This is an optimization exercise on Yosys and OpenROAD, whose aim is small area and few clock cycles, not a production implementation. The RTL was checked by simulation tests, not by an equivalence proof against the original design. Power and IR drop assume default switching activity.

==> design/flow/config.mk <==
export PLATFORM = sky130hd
export DESIGN_NAME = snpe
export DESIGN_NICKNAME = snpe
export VERILOG_FILES = /design/flow/design.v
export SDC_FILE = /design/flow/constraint.sdc
export NUM_CORES = 4
export LEC_CHECK = 0
export CAP_MARGIN = 20
export CORE_MARGIN = 2
export CORE_UTILIZATION = 40
export SLEW_MARGIN = 20
==> design/flow/constraint.sdc <==
create_clock -name core_clock -period 10.0 [get_ports {clk}]
set_input_delay 2.0000 -clock core_clock [delete_from_list [all_inputs] [get_ports {clk}]]
set_output_delay 2.0000 -clock core_clock [all_outputs]
set_load 0.01 [all_outputs]
==> design/flow/design.v <==
module snpe (
    input  wire        clk,
    input  wire        rst,
    input  wire        cmd_valid,
    output wire        cmd_ready,
    input  wire [7:0]  cmd_data,
    input  wire        cmd_last,
    output wire        rsp_valid,
    input  wire        rsp_ready,
    output wire [7:0]  rsp_data,
    output wire        rsp_last,
    input  wire [31:0] now,
    input  wire [15:0] rnd
);
    localparam N_SLOTS = 5;
    localparam [15:0] CK_INIT = 16'h1021;
    localparam [3:0] C_RESET = 4'd0,  C_INIT = 4'd1,  C_BYTE = 4'd2,  C_READ = 4'd3,
                     C_GEN   = 4'd4,  C_CHK  = 4'd5,  C_REQ  = 4'd6,  C_CCHK = 4'd7,
                     C_RD    = 4'd8,  C_CNT  = 4'd9,  C_ILL  = 4'd10, C_GENB = 4'd11,
                     C_CHKB  = 4'd12;
    localparam [3:0] K_OK1  = 4'd0,  K_EOP  = 4'd1,  K_EFMT = 4'd2,  K_ELEN = 4'd3,
                     K_CRC  = 4'd4,  K_REQH = 4'd5,  K_REQN = 4'd6,  K_CKS  = 4'd7,
                     K_EFUL = 4'd8,  K_EMIS = 4'd9,  K_CHKH = 4'd10, K_RD   = 4'd11,
                     K_CNT  = 4'd12, K_EIDX = 4'd13;
    function [15:0] ck_step(input [15:0] a, input [7:0] b);
        ck_step = {a[14:0], a[15]} ^ {8'h00, b};
    endfunction
    reg [15:0] acc;
    reg [N_SLOTS-1:0] slot_valid;
    reg [15:0] slot_chal [0:N_SLOTS-1];
    reg [15:0] slot_iss  [0:N_SLOTS-1];
    reg [31:0] slot_t    [0:N_SLOTS-1];
    reg        rsp;        
    reg        pl;         
    reg [8:0]  cnt;        
    reg [3:0]  cls;        
    reg [7:0]  kh, kl;     
    reg [15:0] tacc;       
    reg [2:0]  sidx;       
    assign cmd_ready = !rsp;
    assign rsp_valid = rsp;
    wire cmd_fire = cmd_valid && !rsp;
    wire rsp_fire = rsp && rsp_ready;
    wire [7:0] d  = cmd_data;
    wire first    = !pl && (cnt == 9'd0);    
    reg  [2:0]  rsel;
    reg         sv;
    reg  [15:0] schal, siss;
    reg  [31:0] st;
    integer i;
    always @(*) begin
        sv = 1'b0; schal = 16'h0000; siss = 16'h0000; st = 32'h0;
        for (i = 0; i < N_SLOTS; i = i + 1)
            if (rsel == i && slot_valid[i]) begin
                sv    = 1'b1;
                schal = schal | slot_chal[i];
                siss  = siss  | slot_iss[i];
                st    = st    | slot_t[i];
            end
    end
    wire [21:0] now_m1 = now[31:10] - 22'd1;
    function is_live(input v, input [31:0] t);
        reg [10:0] dl;
        begin
            dl = {1'b0, now[9:0]} - {1'b0, t[9:0]};
            is_live = v && (dl[9:0] < 10'd1000) &&
                      (dl[10] ? (t[31:10] == now_m1) : (t[31:10] == now[31:10]));
        end
    endfunction
    reg  [1:0] lph;
    reg        lr0, lr1, lr3, lr4;
    wire       live_a = is_live(sv, st);
    wire       live_b = lph[0] ? is_live(slot_valid[4], slot_t[4])
                               : is_live(slot_valid[3], slot_t[3]);
    wire [N_SLOTS-1:0] live = {lr4, lr3, live_a, lr1, lr0};
    always @(*) begin
        case (lph)
            2'd0:    rsel = 3'd0;
            2'd1:    rsel = 3'd1;
            default: rsel = rsp ? sidx : 3'd2;
        endcase
    end
    always @(posedge clk) begin
        if (rst) begin
            lph <= 2'd0;
        end else if ((rsp_fire && rsp_last) || (!rsp && first && !cmd_valid)) begin
            lph <= 2'd0;
        end else if (lph != 2'd2) begin
            lph <= lph + 2'd1;
        end
        if (lph == 2'd0) begin lr0 <= live_a; lr3 <= live_b; end
        if (lph == 2'd1) begin lr1 <= live_a; lr4 <= live_b; end
    end
    reg [N_SLOTS-1:0] chal_m, iss_m;
    wire [15:0] v16 = {kh, d};
    always @(*) begin
        for (i = 0; i < N_SLOTS; i = i + 1) begin
            chal_m[i] = live[i] && (slot_chal[i] == v16);
            iss_m[i]  = live[i] && (slot_iss[i] == v16);
        end
    end
    function [2:0] lowest(input [N_SLOTS-1:0] m);
        integer j;
        begin
            lowest = 3'd0;
            for (j = N_SLOTS - 1; j >= 0; j = j - 1)
                if (m[j]) lowest = j[2:0];
        end
    endfunction
    wire [N_SLOTS-1:0] free = ~live;
    wire [2:0] chal_idx = lowest(chal_m);
    wire [2:0] iss_idx  = lowest(iss_m);
    wire [2:0] free_idx = lowest(free);
    wire [2:0] live_cnt = {2'd0, live[0]} + {2'd0, live[1]} + {2'd0, live[2]} +
                          {2'd0, live[3]} + {2'd0, live[4]};
    reg [3:0] op_cls;
    always @(*) begin
        case (d)
            8'h00: op_cls = C_RESET;
            8'h10: op_cls = C_INIT;
            8'h11: op_cls = C_BYTE;
            8'h12: op_cls = C_READ;
            8'h13: op_cls = C_GEN;
            8'h14: op_cls = C_CHK;
            8'h30: op_cls = C_REQ;
            8'h31: op_cls = C_CCHK;
            8'h32: op_cls = C_RD;
            8'h33: op_cls = C_CNT;
            default: op_cls = C_ILL;
        endcase
    end
    wire [3:0]  c      = first ? op_cls : cls;
    wire [15:0] step_t = ck_step(tacc, d);
    wire [15:0] step_n = ck_step(CK_INIT, d);
    wire        big_n  = (d > 8'd29);
    reg [3:0]  kind;
    reg        wr_slot, acc_init, acc_byte, acc_t, acc_n, clr_slots;
    reg [2:0]  kidx;
    always @(*) begin
        kind = K_EFMT;
        wr_slot = 1'b0; acc_init = 1'b0; acc_byte = 1'b0; acc_t = 1'b0;
        acc_n = 1'b0; clr_slots = 1'b0;
        kidx = 3'd0;
        if (pl) begin
            if (cnt == 9'd1) begin
                if (cls == C_GENB || cls == C_CHKB) begin
                    kind = K_ELEN;
                end else begin
                    acc_t = 1'b1;
                    kind = (cls == C_CHK && step_t != {kh, kl}) ? K_CKS : K_CRC;
                end
            end
        end else begin
            case (c)
                C_RESET: if (cnt == 9'd0) begin kind = K_OK1; acc_init = 1'b1; clr_slots = 1'b1; end
                C_INIT:  if (cnt == 9'd0) begin kind = K_OK1; acc_init = 1'b1; end
                C_READ:  if (cnt == 9'd0) kind = K_CRC;
                C_CNT:   if (cnt == 9'd0) begin kind = K_CNT; kidx = 3'd2; end
                C_BYTE:  if (cnt == 9'd1) begin kind = K_OK1; acc_byte = 1'b1; end
                C_RD:    if (cnt == 9'd1) begin
                             kind = (d < 8'd5) ? K_RD : K_EIDX;
                             kidx = d[2:0];
                         end
                C_REQ:   if (cnt == 9'd2) begin
                             if (|chal_m) begin
                                 kind = K_REQH; kidx = chal_idx;
                             end else if (|free) begin
                                 kind = K_REQN; kidx = free_idx; wr_slot = 1'b1;
                             end else begin
                                 kind = K_EFUL;
                             end
                         end
                C_CCHK:  if (cnt == 9'd2) begin
                             if (|iss_m) begin kind = K_CHKH; kidx = iss_idx; end
                             else kind = K_EMIS;
                         end
                C_GEN:   if (cnt == 9'd1 && d == 8'd0) begin kind = K_CRC; acc_n = 1'b1; end
                C_CHK:   if (cnt == 9'd3 && d == 8'd0) begin
                             acc_n = 1'b1;
                             kind = (step_n != {kh, kl}) ? K_CKS : K_CRC;
                         end
                C_ILL:   kind = K_EOP;
                default: ;
            endcase
        end
    end
    wire done = cmd_fire && cmd_last;
    always @(posedge clk) begin
        if (rst) begin
            rsp <= 1'b0;
            pl  <= 1'b0;
            cnt <= 9'd0;
        end else if (rsp) begin
            if (rsp_ready) begin
                if (rsp_last) begin
                    rsp <= 1'b0;
                    cnt <= 9'd0;
                end else begin
                    cnt <= cnt + 9'd1;
                end
            end
        end else if (cmd_fire) begin
            if (cmd_last) begin
                rsp <= 1'b1;
                pl  <= 1'b0;
                cnt <= 9'd0;
                cls <= kind;
                sidx <= kidx;
            end else begin
                if (first) cls <= op_cls;
                if (pl) begin
                    cnt  <= cnt - 9'd1;
                    tacc <= step_t;
                end else begin
                    cnt <= cnt + 9'd1;
                    if (cnt == 9'd1) kh <= d;
                    if (cnt == 9'd2) kl <= d;
                    if ((c == C_GEN && cnt == 9'd1) || (c == C_CHK && cnt == 9'd3)) begin
                        pl   <= 1'b1;
                        cnt  <= {1'b0, d};
                        tacc <= step_n;
                        if (big_n) cls <= (c == C_GEN) ? C_GENB : C_CHKB;
                    end
                end
            end
        end
    end
    integer k;
    always @(posedge clk) begin
        if (rst) begin
            acc <= CK_INIT;
            slot_valid <= {N_SLOTS{1'b0}};
        end else if (done) begin
            if (acc_init) acc <= CK_INIT;
            if (acc_byte) acc <= ck_step(acc, d);
            if (acc_t)    acc <= step_t;
            if (acc_n)    acc <= step_n;
            if (clr_slots) slot_valid <= {N_SLOTS{1'b0}};
            for (k = 0; k < N_SLOTS; k = k + 1)
                if (wr_slot && kidx == k) slot_valid[k] <= 1'b1;
        end
    end
    always @(posedge clk) begin
        for (k = 0; k < N_SLOTS; k = k + 1)
            if (done && wr_slot && kidx == k) begin
                slot_chal[k] <= v16;
                slot_iss[k]  <= rnd;
                slot_t[k]    <= now;
            end
    end
    reg [3:0] rlen_m1;
    always @(*) begin
        case (cls)
            K_CRC, K_CKS:   rlen_m1 = 4'd2;
            K_REQH, K_REQN: rlen_m1 = 4'd4;
            K_CHKH, K_CNT:  rlen_m1 = 4'd1;
            K_RD:           rlen_m1 = 4'd10;
            default:        rlen_m1 = 4'd0;
        endcase
    end
    assign rsp_last = (cnt[3:0] == rlen_m1);
    reg [7:0] rdata;
    assign rsp_data = rdata;
    always @(*) begin
        rdata = 8'h00;
        if (cnt[3:0] == 4'd0) begin
            case (cls)
                K_EOP, K_EFMT, K_ELEN, K_CKS, K_EFUL, K_EMIS, K_EIDX: rdata = {4'd0, cls};
                default: rdata = 8'h00;
            endcase
        end else begin
            case (cls)
                K_CRC, K_CKS:
                    rdata = (cnt[3:0] == 4'd1) ? acc[15:8] : acc[7:0];
                K_REQH, K_REQN:
                    case (cnt[3:0])
                        4'd1: rdata = {7'd0, cls == K_REQN};
                        4'd2: rdata = siss[15:8];
                        4'd3: rdata = siss[7:0];
                        default: rdata = {5'd0, sidx};
                    endcase
                K_CHKH: rdata = {5'd0, sidx};
                K_CNT:  rdata = {5'd0, live_cnt};
                K_RD:
                    case (cnt[3:0])
                        4'd1:  rdata = {7'd0, sv};
                        4'd2:  rdata = {7'd0, live_a};
                        4'd3:  rdata = schal[15:8];
                        4'd4:  rdata = schal[7:0];
                        4'd5:  rdata = siss[15:8];
                        4'd6:  rdata = siss[7:0];
                        4'd7:  rdata = st[31:24];
                        4'd8:  rdata = st[23:16];
                        4'd9:  rdata = st[15:8];
                        default: rdata = st[7:0];
                    endcase
                default: rdata = 8'h00;
            endcase
        end
    end
endmodule
==> design/flow/run.sh <==
#!/bin/bash
# synth_recipe.tcl (not shown) runs the flow's synth.tcl, then flattens the netlist and writes it again
# the make line also repeats each setting of config.mk as NAME=value (left out here)
make -C /OpenROAD-flow-scripts/flow DESIGN_CONFIG=/design/flow/config.mk WORK_HOME=/design/flow/orfs CLKGATE_MAP_FILE= SYNTH_SCRIPT=/design/flow/synth_recipe.tcl finish
==> results.yml <==
floorplanning:
  die_h_um: 247.2
  rows: 89
  die-width_um: 247.2
  start_util: 0.4025
  io_pins: 72
  core-area_sq_um: 58800
  dieArea_sq_um: 61130
synth:
  syn_area_per_cell_sq_um: 10.61
  synth_nets: 2332
  synth_top_family_by_area: "compound AO/OA/AOI/OAI gates"
  synth-seq-cells: 397
  synth_async_sr_flop_share: 0
  synth_cells: 2231
  synth_compound_gate_area_share: 0.1782
  synth_flop_cell: "edfxtp_1"
  synth_warnings: 4
  synth_fa_ha_area_frac: 0.02178
  synth_seq_area_share: 0.4894
  synthesis.area_sq_um: 23670
  synthMuxAreaShare: 0.006820
  yosysUniqueCellTypes: 105
  synthSimpleGateAreaFrac: 0.1562
  synth-edff-count: 363
  yosys.area_share.xor_xnor: 0.1148
route:
  wl_per_cell_um: 27.61
  wl_met1_mm: 38.23
  num_vias: 20120
  postRouteWirelength_mm: 87.04
  met2RoutedLength_mm: 37.79
  drcViolationCount: 0
  first_pass_iters: 7
  wl_met3_mm: 8.358
  top_layer_used: "met4"
  postRouteAntennaNets: 0
  drt_iter0_markers: 2947
  vias_per_cell: 6.385
grt:
  grt_pass1_wl_mm: 126.3
  antenna_found_initial: 0
  grt_pass1_vias: 18880
  grt_max_degree: 64
  gr-usage-all-layers: 0.2792
  grt-ovfl-total: 0
placement:
  gp_congestion: 0.9771
  place_area_sq_um: 25830
  io_buffers: 71
  placed_cells: 3056
  place_ws_ps: 65.73
  dp_hpwl_mm: 63.45
job:
  drv_cap: 0
worst_setup_path:
  reg2reg_from: "sidx[1]"
  path_class: "reg2out"
  cp_common_cell: "nand2_1"
  crit_path_start_kind: "register"
  crit_arrival_ps: 7620
  r2r-end: "slot_t[2][24]"
  r2r_slack_ps: 2470
  cp_max_fo: 23
  reg2regPathDepth: 22
  required_ps: 8000
  cpPeakStageDelay_ps: 580
  crit_path_top_delay_cell: "or4_1"
  cp-end-kind: "primary output"
cells_and_area:
  final_cell_mix: "edfxtp_1 (363), nand2_1 (196), xnor2_1 (188)"
  fin_area_sq_um: 27700
  final_common_cell: "edfxtp_1"
  drive_gt1_frac: 0.1118
  final_core_util: 0.4710
  antenna_cells: 0
  finalNonFillerCells: 3152
  fillerInstances: 5418
  nets: 2442
  syn2layout_area_growth_pct: 17.03
timing:
  hold_viol_final: 0
  tns_ps: 0
  worst_slack_ps: 380.0
  min_period_over_period: 0.9620
  rsz0062_at_grt: "false"
  worstMarginPinSlew_ps: 1120
  fin_skew_ps: 39.45
  slew_headroom: 0.2442
  finalSetupViolCount: 0
  slew_violations: 0
  max_freq_ghz: 0.1040
  period_needed_ps: 9620
power_and_ir_drop:
  power.density_nw_per_um2: 153.8
  ir_worst_vdd_uv: 129.9
  p_leak_uw: 0.008953
run_status:
  status: "timing/DRC/antenna clean"
clocking:
  cts_tree: "built"
  postCtsHoldBufs: 0
  cts-htree-levels: 2
  clkLatencyLatePin_ps: 620
  cts-root-buf: "clkbuf_16"
  clock_path_buffers: 3
  cts_inserted_buffers: 46
  clk_pin_slew_ps: 60
  cts.sinks: 397
min_path:
  hold_depth: 2
  hold_end: "slot_valid[2]"
  hp-class: "reg2reg"
  worstHoldStart: "slot_valid[2]"
through the flow:
stage	total power [uW]	hold slack, ps
after floorplan	2217	425.1
after CTS	4266	457.0
final	4261	456.6
after detailed placement	2448	444.7
after global placement	2443	449.0
after global routing	4391	495.6
routing by layer:
layer,global-route usage,vias to the layer above
li1,-,8808
met1,0.4090,10010
met2,0.4192,1144
met3,0.04906,161
met4,0.08559,0
met5,0,-
Yosys cell counts (all sizes together), types with 32 or more instances:
master  count  area, sq um
a211oi     37        277.8
a21oi      95        509.2
a221oi     32        280.3
a22oi      73        548.0
buf        46        205.2
clkbuf     84        315.3
dfxtp      34        680.7
edfxtp    363        10900
ha         38        475.5
inv        67        251.5
nand2     197        747.0
nand3      67        345.3
nand4      51        319.1
nor2      122        460.5
nor3       40        215.2
nor4       47        360.3
o21ai      80        411.7
xnor2     188         1647
xor2      117         1025
cell families (layout without fill, tap and decap cells):
group,Yosys count,in the layout
adder cells (fa/ha/maj),40,40
AO/OA/AOI/OAI,576,576
flip-flops,397,397
multiplexers,16,16
XOR/XNOR,307,307
AND/OR/NAND/NOR,697,698
buffers and inverters,198,345
state kept, by name, summed over array words and instances (netlist names):
| name | count |
|---|---|
| slot_t | 160 |
| slot_chal | 80 |
| slot_iss | 80 |
| acc | 16 |
| tacc | 16 |
| cnt | 9 |
| kh | 8 |
| kl | 8 |
| slot_valid | 5 |
| cls | 4 |
| sidx | 3 |
| lph | 2 |
| lr0 | 1 |
| lr1 | 1 |
| lr3 | 1 |
| lr4 | 1 |
| pl | 1 |
| rsp | 1 |
worst max-delay path by stage:
stage,startpoint,endpoint,slack [ps],depth (start not counted)
6_report,sidx[1],rsp_data[2],380,28
3_5_place_dp,now[10],rsp_data[0],70,22
2_1_floorplan,rsp,slot_valid[4],420,25
3_3_place_gp,now[10],rsp_data[0],110,22
5_1_grt,lph[0],rsp_data[2],60,30
4_1_cts,sidx[1],rsp_data[0],100,24
critical path: cells and delay by family, from the launching register on:
family / cells / cell delay [ps]
flip-flops: 1 / 480
buffers and inverters: 5 / 1180
AND/OR/NAND/NOR: 11 / 2870
adder cells (fa/ha/maj): 3 / 600
AO/OA/AOI/OAI: 9 / 1860
layout make-up:
cell class                 count  area (sq um)  area share
clock buffer                  53          1177     0.04251
clock inverter                33         454.2     0.01640
inverter                      68         255.2    0.009216
multi-input combinational   1637         11530      0.4164
sequential                   397         11580      0.4182
tap                          773         967.2     0.03492
timing repair buffer         191          1728     0.06239
where the power goes:
part           internal [uW]  switching (uW)
sequential              1820            25.0
combinational            211             386
clock                   1090             731
total                   3120            1140
timing repair:
item,CTS,global route
resized for setup,10,22
buffers inserted,1,7
pin swaps,0,9
gates cloned,0,1
setup endpoints to repair,3,3
endpoints found under the hold margin,0,0
Testbench counts, summed over its fixed seeds: cycles 39,449.

-- static timing again, ports no longer ideal --
The flow's constraints put no driver on any port. The routed layout listed below was extracted and timed again, unchanged, in two steps. Step 1 sets driving cells, clkbuf_16 on the clock port and buf_2 on the other inputs (assumed; they add their load-dependent delay and slew). Step 2 moves the port delays by t, midway between the first and last clock arrival at a register: inputs arrive t later, outputs are due t later. That takes back most of the time a late clock gives input paths. a / b / c = ideal / step 1 / step 2; a / b = the first two.
t, ns: 0.663
setup WS [ns]: 0.380 / 0.317 / 0.360
clock arrival spread, ns: 0.040 / 0.041
worst register clock-pin slew, ns: 0.07 / 0.07
After both steps setup and hold are still met in this run. The setup slack of this run moves by -0.063 ns with the drivers and by -0.020 ns with both steps.
